This design comes from an exercise in tuning for small area, a short achievable clock period and few clock cycles on the open sky130 flow, not from production work.
Function was checked by simulation only, so behaviour that the tests miss may differ from the original.

==> flow/design.v (excerpt) <==
module rs_codec (
    input  wire       clk,
    input  wire       rst,
    input  wire       in_valid,
    output wire       in_ready,
    input  wire [7:0] in_data,
    input  wire       in_mode,
    output wire       out_valid,
    output wire [7:0] out_data,
    output wire       out_ok,
    output wire       out_last
);
export LEC_CHECK = 0
export CAP_MARGIN = 20
export CORE_MARGIN = 2
export CORE_UTILIZATION = 45
export SLEW_MARGIN = 20
create_clock -name core_clock -period 20.0 [get_ports {clk}]
run.sh (not shown) runs the stock make flow with config.mk's settings and CLKGATE_MAP_FILE= SYNTH_SCRIPT=/design/flow/synth_recipe.tcl, a recipe that flattens the netlist after the stock synthesis.
Testbench counts at the start, summed over its fixed seeds: cycles 60,613.
Edit:
==> flow/flow/run.sh (new file) <==
#!/bin/bash
set -euo pipefail
bash standard.sh SETUP_SLACK_MARGIN=14.5 SKIP_GATE_CLONING=1 finish > make_finish.log 2>&1
==> flow/standard.sh (new file) <==
#!/bin/bash
# synth_recipe.tcl (not shown) runs the flow's synth.tcl, then flattens the netlist and writes it again
# the make line also repeats each setting of config.mk as NAME=value (left out here)
make -C /OpenROAD-flow-scripts/flow DESIGN_CONFIG=/design/flow/config.mk WORK_HOME=/design/flow/orfs CLKGATE_MAP_FILE= SYNTH_SCRIPT=/design/flow/synth_recipe.tcl "${@:-finish}"
removed: flow/run.sh
=> The changed run completed without violations. Global-route usage drops by 0.44 points. Worst setup slack improved by 1.4 ns.

---

Setup of run 1:
rs_codec, a different RTL version from the one above (not shown whole).
Size in the first run: about 17000 cells after synthesis, about 3200 flip-flops, ~24 I/O pins, roughly 180000 sq um of cells after synthesis.
## rs_codec
module rs_codec (
    input  wire       clk,
    input  wire       rst,
    input  wire       in_valid,
    output wire       in_ready,
    input  wire [7:0] in_data,
    input  wire       in_mode,
    output wire       out_valid,
    output wire [7:0] out_data,
    output wire       out_ok,
    output wire       out_last
);
    localparam integer N  = 155;   
    localparam integer K  = 123;   
    localparam integer NP = 32;    
    localparam integer T  = 16;    
    function [7:0] gf_xtime(input [7:0] a);
        gf_xtime = {a[6:0], 1'b0} ^ (a[7] ? 8'h87 : 8'h00);
    endfunction
    function [7:0] gf_mul(input [7:0] a, input [7:0] b);
        integer i;
        reg [7:0] p, x;
        begin
            p = 8'h00;
            x = a;
            for (i = 0; i < 8; i = i + 1) begin
                if (b[i]) p = p ^ x;
                x = gf_xtime(x);
            end
            gf_mul = p;
        end
    endfunction
    function [7:0] gf_apow(input integer e);
        case (e % 255)
            0: gf_apow = 8'h01;
            1: gf_apow = 8'h02;
            2: gf_apow = 8'h04;
            3: gf_apow = 8'h08;
            4: gf_apow = 8'h10;
            5: gf_apow = 8'h20;
            6: gf_apow = 8'h40;
            7: gf_apow = 8'h80;
            8: gf_apow = 8'h87;
            9: gf_apow = 8'h89;
            10: gf_apow = 8'h95;
            11: gf_apow = 8'had;
            12: gf_apow = 8'hdd;
            13: gf_apow = 8'h3d;
            14: gf_apow = 8'h7a;
            15: gf_apow = 8'hf4;
            16: gf_apow = 8'h6f;
            17: gf_apow = 8'hde;
            18: gf_apow = 8'h3b;
            19: gf_apow = 8'h76;
            20: gf_apow = 8'hec;
            21: gf_apow = 8'h5f;
            22: gf_apow = 8'hbe;
            23: gf_apow = 8'hfb;
            24: gf_apow = 8'h71;
            25: gf_apow = 8'he2;
            26: gf_apow = 8'h43;
            27: gf_apow = 8'h86;
            28: gf_apow = 8'h8b;
  ...
Settings: LEC_CHECK=0, CAP_MARGIN=30, CORE_MARGIN=2, CORE_UTILIZATION=45, CTS_CLUSTER_DIAMETER=60, CTS_CLUSTER_SIZE=25, SLEW_MARGIN=30; clock period 20.0 ns.
standard.sh (not shown) runs the stock make flow with config.mk's settings and CLKGATE_MAP_FILE= SYNTH_SCRIPT=/design/flow/synth_recipe.tcl, a recipe that flattens the netlist after the stock synthesis.
==> flow/flow/run.sh <==
#!/bin/bash
set -euo pipefail
bash standard.sh SETUP_SLACK_MARGIN=14.5 SKIP_GATE_CLONING=1 finish > make_finish.log 2>&1
Testbench counts of run 1, summed over its fixed seeds: cycles 59,591.
Modified inputs, run 2 compared to run 1
# run 1
export LEC_CHECK = 0
export CAP_MARGIN = 30
export CORE_MARGIN = 2
export CORE_UTILIZATION = 45
export CTS_CLUSTER_DIAMETER = 60
export CTS_CLUSTER_SIZE = 25
export SLEW_MARGIN = 30
create_clock -name core_clock -period 20.0 [get_ports {clk}]
# run 2
export LEC_CHECK = 0
export CAP_MARGIN = 30
export CORE_MARGIN = 2
export CORE_UTILIZATION = 45
export SLEW_MARGIN = 30
create_clock -name core_clock -period 20.0 [get_ports {clk}]
==> flow/flow/run.sh <==
#!/bin/bash
set -euo pipefail
bash standard.sh SETUP_SLACK_MARGIN=14.6 SKIP_GATE_CLONING=1 finish > make_finish.log 2>&1
Going from run 1 to run 2, sequential share of layout area shrinks by 0.35 points.
Summary of run 2 over run 1: routed metal-1 wire length went up by 2100 um; layout overhead on the synthesized area went up by 0.85 points; number of placed cells counting well taps was more or less identical; non-clock buffer count went up by 24; post-route clock period utilization went down by 0.27 points.

---

rs_codec, a different RTL version from the one above (not shown whole).
Size in the first run: roughly 3200 flip-flops.
==> flow/config.mk <==
export PLATFORM = sky130hd
export DESIGN_NAME = rs_codec
export DESIGN_NICKNAME = rs_codec
export VERILOG_FILES = /design/flow/design.v
export SDC_FILE = /design/flow/constraint.sdc
export NUM_CORES = 8
export LEC_CHECK = 0
export CAP_MARGIN = 30
export CORE_MARGIN = 2
export CORE_UTILIZATION = 45
export CTS_CLUSTER_DIAMETER = 60
export CTS_CLUSTER_SIZE = 25
export SLEW_MARGIN = 30
==> flow/constraint.sdc <==
create_clock -name core_clock -period 20.0 [get_ports {clk}]
set_input_delay 4.0000 -clock core_clock [delete_from_list [all_inputs] [get_ports {clk}]]
set_output_delay 4.0000 -clock core_clock [all_outputs]
set_load 0.01 [all_outputs]
==> flow/flow/run.sh <==
#!/bin/bash
set -euo pipefail
bash standard.sh SETUP_SLACK_MARGIN=14.65 SKIP_GATE_CLONING=1 MATCH_CELL_FOOTPRINT=0 finish > make_finish.log 2>&1
The baseline produced a layout that fails on antenna rules.
Testbench counts at the start, summed over its fixed seeds: cycles 59,537.
Then changed:
==> flow/flow/run.sh (replaced) <==
#!/bin/bash
set -euo pipefail
bash standard.sh SETUP_SLACK_MARGIN=14.65 SKIP_GATE_CLONING=1 finish > make_finish.log 2>&1
=> Now the flow finished with timing, DRC and antenna clean; routed wire length went down by 0.73%; synthesized area does not change.

---

## 11-28
Another version of the RTL of rs_codec (not shown whole).
Size: about 16,000 cells after synthesis, about 24 I/O pins.
Settings: LEC_CHECK=0, CAP_MARGIN=30, CORE_MARGIN=2, CORE_UTILIZATION=45, CTS_CLUSTER_DIAMETER=60, CTS_CLUSTER_SIZE=25, SLEW_MARGIN=30; clock period 20.0 ns.
==> flow/flow/run.sh <==
#!/bin/bash
set -euo pipefail
bash standard.sh SETUP_SLACK_MARGIN=14.75 SKIP_GATE_CLONING=1 finish > make_finish.log 2>&1
11-28: all stages complete, timing, DRC and antenna checks passed
Testbench counts of 11-28, summed over its fixed seeds: cycles 59,537.
Input-level comparison between 06-27 and 11-28:
==> flow/flow/run.sh <==
#!/bin/bash
set -euo pipefail
bash standard.sh SETUP_SLACK_MARGIN=14.65 SKIP_GATE_CLONING=1 finish > make_finish.log 2>&1
--- outcome ---
Layout checks on 06-27: not met. Flow itself completed; violations: antenna rules.
Looking at 06-27 and 11-28, the core utilization is a wash.
Clock period minus worst slack was lower in the run labelled 11-28.
Register-to-register slack: 06-27 < 11-28
06-27 -> 11-28: number of buffers created by CTS delta 0, exact match
On number of vias after detailed routing, 06-27 and 11-28 are basically level.

---

rs_codec, a different RTL version from the one above (not shown whole).
Size: ~17000 cells after synthesis.
export LEC_CHECK = 0
export CAP_MARGIN = 30
export CORE_MARGIN = 2
export CORE_UTILIZATION = 50
export CTS_CLUSTER_DIAMETER = 60
export CTS_CLUSTER_SIZE = 25
export SLEW_MARGIN = 30
create_clock -name core_clock -period 20.0 [get_ports {clk}]
==> flow/flow/run.sh <==
#!/bin/bash
set -euo pipefail
bash standard.sh SETUP_SLACK_MARGIN=14.65 SKIP_GATE_CLONING=1 finish > make_finish.log 2>&1
The first run finished clean.
Testbench counts at the start, summed over its fixed seeds: cycles 59,537.
==> next run, changes <==
CORE_UTILIZATION = 45   (was 50)
Outcome: The new run completed with no timing, DRC or antenna violations; non-clock buffer count decreases by 3; wire length decreases by 0.36%; hold slack is better by 0.022 ns.

## re-timing with driven ports
The flow's constraints put no driver on any port. The routed layouts listed below were extracted and timed again, unchanged, in two steps.
Step 1 assumes that a clkbuf_16 drives the clock port and a buf_2 every other input.
Step 2 adds t to the input delays and takes it off the output delays; t is the mean of the earliest and latest rising clock arrival at the registers after step 1. Input paths then give back, and output paths get back, about the clock's delay inside the block.
Slacks: ideal ports / drivers / drivers and shift; pairs: ideal ports / drivers.
run	t, ns	setup slack, ns	worst hold slack (ns)	worst data-port slew with drivers (ns)
the first run of note 1	1.060	12.998 / 12.998 / 12.998	0.380 / 0.380 / 0.380	0.04
the second run of note 1	1.082	14.396 / 14.297 / 13.764	0.362 / 0.362 / 0.362	0.04
run 1	1.075	14.467 / 14.421 / 13.775	0.371 / 0.371 / 0.371	0.05
run 2	1.096	14.521 / 14.404 / 13.785	0.369 / 0.369 / 0.369	0.05
the first run of note 3	1.040	14.500 / 14.436 / 13.727	0.377 / 0.377 / 0.377	0.21
the second run of note 3	1.059	14.615 / 14.496 / 13.728	0.392 / 0.392 / 0.392	0.14
11-28	1.038	14.562 / 14.452 / 13.728	0.407 / 0.407 / 0.407	0.17
06-27	1.058	14.553 / 14.433 / 13.734	0.406 / 0.406 / 0.406	0.17
the first run of note 5	1.040	14.516 / 14.454 / 13.904	0.381 / 0.381 / 0.381	0.09
the second run of note 5	1.067	14.433 / 14.346 / 14.012	0.403 / 0.403 / 0.403	0.22
The setup slack of the second run of note 3, which loses most, moves by -0.119 ns with the drivers and by -0.887 ns with both steps.
